This is an optimization exercise on Yosys and OpenROAD, whose aim is small area and a short achievable clock period, not a production implementation.
Only simulation tests tie the RTL to the original design; equivalence was not proved.
Power figures rest on the tool's default switching activity, not on a simulated workload.

== run 1 ==
==> flow/design.v <==
module wfd (
    input  wire        clk,
    input  wire        rst,
    input  wire        start,
    input  wire        s_end,
    input  wire        s_valid,
    input  wire [15:0] s_data,
    input  wire [15:0] cfg_vhigh,
    input  wire [15:0] cfg_vlow,
    input  wire        cfg_reverse,
    input  wire        cfg_invert,
    input  wire        cfg_verbose,
    output wire        s_ready,
    output wire        done,
    output wire        err,
    output wire [1:0]  err_code,
    output wire [2:0]  phase,
    output wire        b_valid,
    output wire [7:0]  b_data,
    output wire        sym_valid,
    output wire        sym,
    output wire [15:0] pre_start,
    output wire [15:0] pre_size,
    output wire [15:0] pre_end,
    output wire [15:0] short_dur,
    output wire [15:0] long_dur,
    output wire [15:0] byte_count,
    output wire        diag_sat,
    output wire        start_seen,
    output wire [2:0]  bitcnt,
    output wire [15:0] run
);
    localparam [2:0] IDLE = 3'd0, PH1 = 3'd1, PH2 = 3'd2, PH3 = 3'd3,
                     DONE = 3'd4, ERR = 3'd5;
    localparam [1:0] E_NONE = 2'd0, E_CAL = 2'd1, E_INPUT = 2'd2, E_RANGE = 2'd3;
    reg [2:0]  ph_q;
    reg [1:0]  ec_q;
    reg [15:0] vhx_q, vlx_q;           
    reg        rev_q, inv_q;
    reg [15:0] pst_q, psz_q, pend_q;
    reg        cal_q;                  
    reg [12:0] q11_q;
    reg [3:0]  r11_q;
    reg [14:0] q3_q;
    reg [1:0]  r3_q;
    reg [15:0] run_q;
    reg        ss_q;
    reg [7:0]  acc_q;
    reg [2:0]  bc_q;
    reg [15:0] bcnt_q;
    reg        dsat_q;
    reg        bv_q, sv_q, sy_q;
    reg [7:0]  bd_q;
    wire [15:0] sx = {~s_data[15], s_data[14:0]};
    wire        in_ph1 = (ph_q == PH1);
    wire        in_ph2 = (ph_q == PH2);
    wire        in_ph3 = (ph_q == PH3);
    wire [16:0] hsum = {1'b0, sx} + {1'b0, ~vhx_q} + {16'd0, in_ph1};
    wire        hi = hsum[16];
    wire        lo = (sx <= vlx_q);
    wire        pst_max = &pst_q;
    wire        psz_max = &psz_q;
    wire        run_max = &run_q;
    wire        run_nz  = |run_q;
    wire        bcnt_max = &bcnt_q;
    wire [16:0] end_sum = {1'b0, pst_q} + {1'b0, psz_q};
    wire        cal_bad = (q11_q == 13'd0);           
    wire [18:0] run5 = {1'b0, run_q, 2'b00} + {3'b000, run_q} + {17'd0, r3_q};
    wire        is_short = run5 < {3'b000, psz_q};
    wire        symbol = ~(is_short ^ rev_q);
    wire [7:0]  acc_n = {acc_q[6:0], symbol};
    wire [7:0]  acc_r = {acc_n[0], acc_n[1], acc_n[2], acc_n[3],
                         acc_n[4], acc_n[5], acc_n[6], acc_n[7]};
    reg [2:0]  ph_n;
    reg [1:0]  ec_n;
    reg [15:0] pst_n, psz_n, pend_n, run_n, bcnt_n;
    reg        cal_n;
    reg [12:0] q11_n;
    reg [3:0]  r11_n;
    reg [14:0] q3_n;
    reg [1:0]  r3_n;
    reg        ss_n, dsat_n, bv_n, sv_n, sy_n;
    reg [7:0]  acc_n_q, bd_n;
    reg [2:0]  bc_n;
    reg        do2;
    always @(*) begin
        ph_n   = ph_q;   ec_n  = ec_q;
        pst_n  = pst_q;  psz_n = psz_q; pend_n = pend_q; cal_n = cal_q;
        q11_n  = q11_q;  r11_n = r11_q; q3_n = q3_q; r3_n = r3_q;
        run_n  = run_q;  bcnt_n = bcnt_q;
        ss_n   = ss_q;   dsat_n = dsat_q;
        acc_n_q = acc_q; bd_n = bd_q; bc_n = bc_q; sy_n = sy_q;
        bv_n   = 1'b0;   sv_n = 1'b0;
        do2    = 1'b0;
        if (s_valid) begin
            if (in_ph1) begin
                if (hi) begin
                    if (pst_max) dsat_n = 1'b1;
                    else pst_n = pst_q + 16'd1;
                end else begin
                    ph_n = PH2;
                    do2  = 1'b1;
                end
            end
            if (in_ph2) do2 = 1'b1;
            if (do2) begin
                if (lo) begin
                    if (psz_max) begin
                        ph_n = ERR;
                        ec_n = E_RANGE;
                    end else begin
                        psz_n = psz_q + 16'd1;
                        if (r11_q == 4'd10) begin
                            r11_n = 4'd0;
                            q11_n = q11_q + 13'd1;
                        end else begin
                            r11_n = r11_q + 4'd1;
                        end
                        if (r3_q == 2'd2) begin
                            r3_n = 2'd0;
                            q3_n = q3_q + 15'd1;
                        end else begin
                            r3_n = r3_q + 2'd1;
                        end
                    end
                end else begin
                    cal_n  = 1'b1;
                    pend_n = end_sum[16] ? 16'hffff : end_sum[15:0];
                    if (end_sum[16]) dsat_n = 1'b1;
                    if (cal_bad) begin
                        ph_n = ERR;
                        ec_n = E_CAL;
                    end else begin
                        ph_n = PH3;
                    end
                end
            end
            if (in_ph3) begin
                if (hi) begin
                    if (!run_max) run_n = run_q + 16'd1;
                end else if (run_nz) begin
                    sy_n = symbol;
                    sv_n = 1'b1;
                    run_n = 16'd0;
                    if (!ss_q) begin
                        ss_n = 1'b1;
                    end else begin
                        acc_n_q = acc_n;
                        if (bc_q == 3'd7) begin
                            bd_n = inv_q ? acc_r : acc_n;
                            bv_n = 1'b1;
                            bc_n = 3'd0;
                            if (bcnt_max) dsat_n = 1'b1;
                            else bcnt_n = bcnt_q + 16'd1;
                        end else begin
                            bc_n = bc_q + 3'd1;
                        end
                    end
                end
            end
        end
        if (s_end) begin
            case (ph_n)
                PH1: begin
                    ph_n = ERR;
                    ec_n = (pst_n == 16'd0) ? E_INPUT : E_CAL;
                end
                PH2: begin
                    ph_n = ERR;
                    ec_n = E_CAL;
                end
                PH3: ph_n = DONE;
                default: ;
            endcase
        end
    end
    always @(posedge clk) begin
        if (rst || start) begin
            ph_q   <= rst ? IDLE : PH1;
            ec_q   <= E_NONE;
            pst_q  <= 16'd0; psz_q <= 16'd0; pend_q <= 16'd0; cal_q <= 1'b0;
            q11_q  <= 13'd0; r11_q <= 4'd0; q3_q <= 15'd0; r3_q <= 2'd0;
            run_q  <= 16'd0; bcnt_q <= 16'd0;
            ss_q   <= 1'b0; dsat_q <= 1'b0;
            acc_q  <= 8'd0; bd_q <= 8'd0; bc_q <= 3'd0; sy_q <= 1'b0;
            bv_q   <= 1'b0; sv_q <= 1'b0;
        end else begin
            ph_q   <= ph_n;   ec_q  <= ec_n;
            pst_q  <= pst_n;  psz_q <= psz_n; pend_q <= pend_n; cal_q <= cal_n;
            q11_q  <= q11_n;  r11_q <= r11_n; q3_q <= q3_n; r3_q <= r3_n;
            run_q  <= run_n;  bcnt_q <= bcnt_n;
            ss_q   <= ss_n;   dsat_q <= dsat_n;
            acc_q  <= acc_n_q; bd_q <= bd_n; bc_q <= bc_n; sy_q <= sy_n;
            bv_q   <= bv_n;   sv_q <= sv_n;
        end
        if (rst) begin
            vhx_q <= 16'h8000; vlx_q <= 16'h8000;
            rev_q <= 1'b0; inv_q <= 1'b0;
        end else if (start) begin
            vhx_q <= {~cfg_vhigh[15], cfg_vhigh[14:0]};
            vlx_q <= {~cfg_vlow[15], cfg_vlow[14:0]};
            rev_q <= cfg_reverse; inv_q <= cfg_invert;
        end
    end
    assign s_ready    = in_ph1 | in_ph2 | in_ph3;
    assign done       = (ph_q == DONE);
    assign err        = (ph_q == ERR);
    assign err_code   = ec_q;
    assign phase      = ph_q;
    assign b_valid    = bv_q;
    assign b_data     = bd_q;
    assign sym_valid  = sv_q;
    assign sym        = sy_q;
    assign pre_start  = pst_q;
    assign pre_size   = psz_q;
    assign pre_end    = pend_q;
    assign short_dur  = {3'd0, q11_q & {13{cal_q}}};
    assign long_dur   = {1'd0, q3_q & {15{cal_q}}};
    assign byte_count = bcnt_q;
    assign diag_sat   = dsat_q;
    assign start_seen = ss_q;
    assign bitcnt     = bc_q;
    assign run        = run_q;
endmodule
make LEC_CHECK=0 CAP_MARGIN=20 CORE_MARGIN=2 CORE_UTILIZATION=40 SLEW_MARGIN=20 finish   # period 12.0 ns
run.sh (not shown) runs the stock make flow with config.mk's settings and CLKGATE_MAP_FILE= SYNTH_SCRIPT=/design/flow/synth_recipe.tcl, a recipe that flattens the netlist after the stock synthesis.
Run 1 finished end to end and its layout was clean on timing, DRC and antenna.
#### Input delta (run 2 over run 1)
# run 1
export LEC_CHECK = 0
export CAP_MARGIN = 20
export CORE_MARGIN = 2
export CORE_UTILIZATION = 40
export SLEW_MARGIN = 20
create_clock -name core_clock -period 12.0 [get_ports {clk}]
# run 2
export LEC_CHECK = 0
export ABC_AREA = 1
export CAP_MARGIN = 20
export CORE_MARGIN = 2
export CORE_UTILIZATION = 40
export SLEW_MARGIN = 20
export BUFFER_PORTS_ARGS = -buffer_cell sky130_fd_sc_hd__buf_2
create_clock -name core_clock -period 12.0 [get_ports {clk}]
==> flow/flow/run.sh (new file) <==
#!/bin/bash
# Standard layout (the standard.sh) with these changes to how it is made:
# - plain buf_2 cells on the input and output ports, instead of the default
#   delay buffers;
# - no mapping of adders to full/half-adder cells before ABC (ADDER_MAP_FILE
#   empty), so ABC maps all of the logic;
# - timing repair that aims for more setup slack than the clock period needs
#   (flow/margin.txt, ns), so that the layout reaches a shorter period.
set -o pipefail
MARGIN=$(cat flow/margin.txt 2>/dev/null || echo 8)
EXTRA=$(cat flow/extra.txt 2>/dev/null || true)
echo 'export BUFFER_PORTS_ARGS = -buffer_cell sky130_fd_sc_hd__buf_2' >> config.mk
bash standard.sh ADDER_MAP_FILE= SETUP_SLACK_MARGIN=$MARGIN $EXTRA finish > standard.log 2>&1
==> flow/flow/margin.txt (new file) <==
8.4
==> flow/standard.sh (new file) <==
#!/bin/bash
# synth_recipe.tcl (not shown) runs the flow's synth.tcl, then flattens the netlist and writes it again
# the make line also repeats each setting of config.mk as NAME=value (left out here)
make -C /OpenROAD-flow-scripts/flow DESIGN_CONFIG=/design/flow/config.mk WORK_HOME=/design/flow/orfs CLKGATE_MAP_FILE= SYNTH_SCRIPT=/design/flow/synth_recipe.tcl "${@:-finish}"
removed: flow/run.sh
Results
Comparing run 2 and run 1, the lower share of the yosys chip area belonging to registers is on run 2. For area share of buffers outside the clock network, run 1 and run 2 come out practically identical. Run 1 consumes more power than run 2. Diff run 1 -> run 2 | wire length of the first global-routing pass | up by more than 10%. Wire length (lower): run 1. Looking at cell count across run 2 and run 1, the one that comes out higher is run 2.
Edits applied to the flow inputs when going from run 2 to run 3:
# run 2
export LEC_CHECK = 0
export ABC_AREA = 1
export CAP_MARGIN = 20
export CORE_MARGIN = 2
export CORE_UTILIZATION = 40
export SLEW_MARGIN = 20
export BUFFER_PORTS_ARGS = -buffer_cell sky130_fd_sc_hd__buf_2
create_clock -name core_clock -period 12.0 [get_ports {clk}]
# run 3
export LEC_CHECK = 0
export ABC_AREA = 1
export CAP_MARGIN = 10
export CORE_MARGIN = 2
export CORE_UTILIZATION = 55
export CTS_BUF_LIST = sky130_fd_sc_hd__clkbuf_4 sky130_fd_sc_hd__clkbuf_8
export SLEW_MARGIN = 10
export BUFFER_PORTS_ARGS = -buffer_cell sky130_fd_sc_hd__buf_2
create_clock -name core_clock -period 12.0 [get_ports {clk}]
==> flow/flow/margin.txt <==
7.7
In the tables for run 3 and run 2, worst hold slack reads lower with run 2.
Between run 2 and run 3, the sequential-cell power consumption figures differ only marginally.
Average vias per placed instance is higher on run 3
### run 3 -> run 4
# run 3
export LEC_CHECK = 0
export ABC_AREA = 1
export CAP_MARGIN = 10
export CORE_MARGIN = 2
export CORE_UTILIZATION = 55
export CTS_BUF_LIST = sky130_fd_sc_hd__clkbuf_4 sky130_fd_sc_hd__clkbuf_8
export SLEW_MARGIN = 10
export BUFFER_PORTS_ARGS = -buffer_cell sky130_fd_sc_hd__buf_2
create_clock -name core_clock -period 12.0 [get_ports {clk}]
# run 4
export LEC_CHECK = 0
export CAP_MARGIN = 20
export CORE_MARGIN = 2
export CORE_UTILIZATION = 40
export SETUP_SLACK_MARGIN = 5
export SLEW_MARGIN = 20
create_clock -name core_clock -period 12.0 [get_ports {clk}]
==> flow/run.sh (new file) <==
#!/bin/bash
# synth_recipe.tcl (not shown) runs the flow's synth.tcl, then flattens the netlist and writes it again
# the make line also repeats each setting of config.mk as NAME=value (left out here)
make -C /OpenROAD-flow-scripts/flow DESIGN_CONFIG=/design/flow/config.mk WORK_HOME=/design/flow/orfs CLKGATE_MAP_FILE= SYNTH_SCRIPT=/design/flow/synth_recipe.tcl finish
removed: flow/flow/run.sh
removed: flow/flow/margin.txt
removed: flow/standard.sh
Notes after the runs:
- Proportion of power drawn by flip-flops and latches in run 4 is 6.8 points lower than in run 3
- sky130_fd_sc_hd__or2_1 as the master of the slowest instance on the critical path was reported by run 3, and sky130_fd_sc_hd__clkdlybuf4s50_1 by run 4.
- Power density over the cells on run 4 is up relative to run 3.
- Diff run 3 -> run 4: post-synthesis area per instance increased 36%, number of cells upsized or downsized after cts decreased 10, horizontal extent of the die increased 16%, placed cell count decreased about 19%, area growth from synthesis to layout increased 10 points.
- On count of plain and timing-repair buffers, the higher figure sits with run 4, not run 3.
- Synthesized cell count sits lower in run 4 than in run 3.

## what the ideal ports hide
The results above use ideal ports. As a check the final layouts listed here were re-extracted and re-timed, cells and wires unchanged. Step 1 (the two cells are an assumption about what drives the block):
set clk [get_ports {clk}]
set_driving_cell -lib_cell sky130_fd_sc_hd__clkbuf_16 $clk
set_driving_cell -lib_cell sky130_fd_sc_hd__buf_2 [delete_from_list [all_inputs] $clk]
Step 2 moves the port delays by t, midway between the first and last clock arrival at a register: inputs arrive t later, outputs are due t later. That takes back most of the time a late clock gives input paths. Slacks: no drivers / after step 1 / after step 2; pairs: no drivers / after step 1.
run	shift t [ns]	setup slack, ns	worst data-port slew with drivers (ns)	cell pins on the clock port's net
run 1	0.475	6.640 / 6.663 / 6.189	0.06	1
run 2	0.485	7.954 / 7.947 / 7.462	0.06	1
run 3	0.508	7.855 / 7.875 / 7.367	0.06	1
run 4	0.475	6.640 / 6.663 / 6.189	0.06	1
After both steps every run listed still meets setup and hold. The setup slack of run 2, which loses most, moves by -0.007 ns with the drivers and by -0.492 ns with both steps.
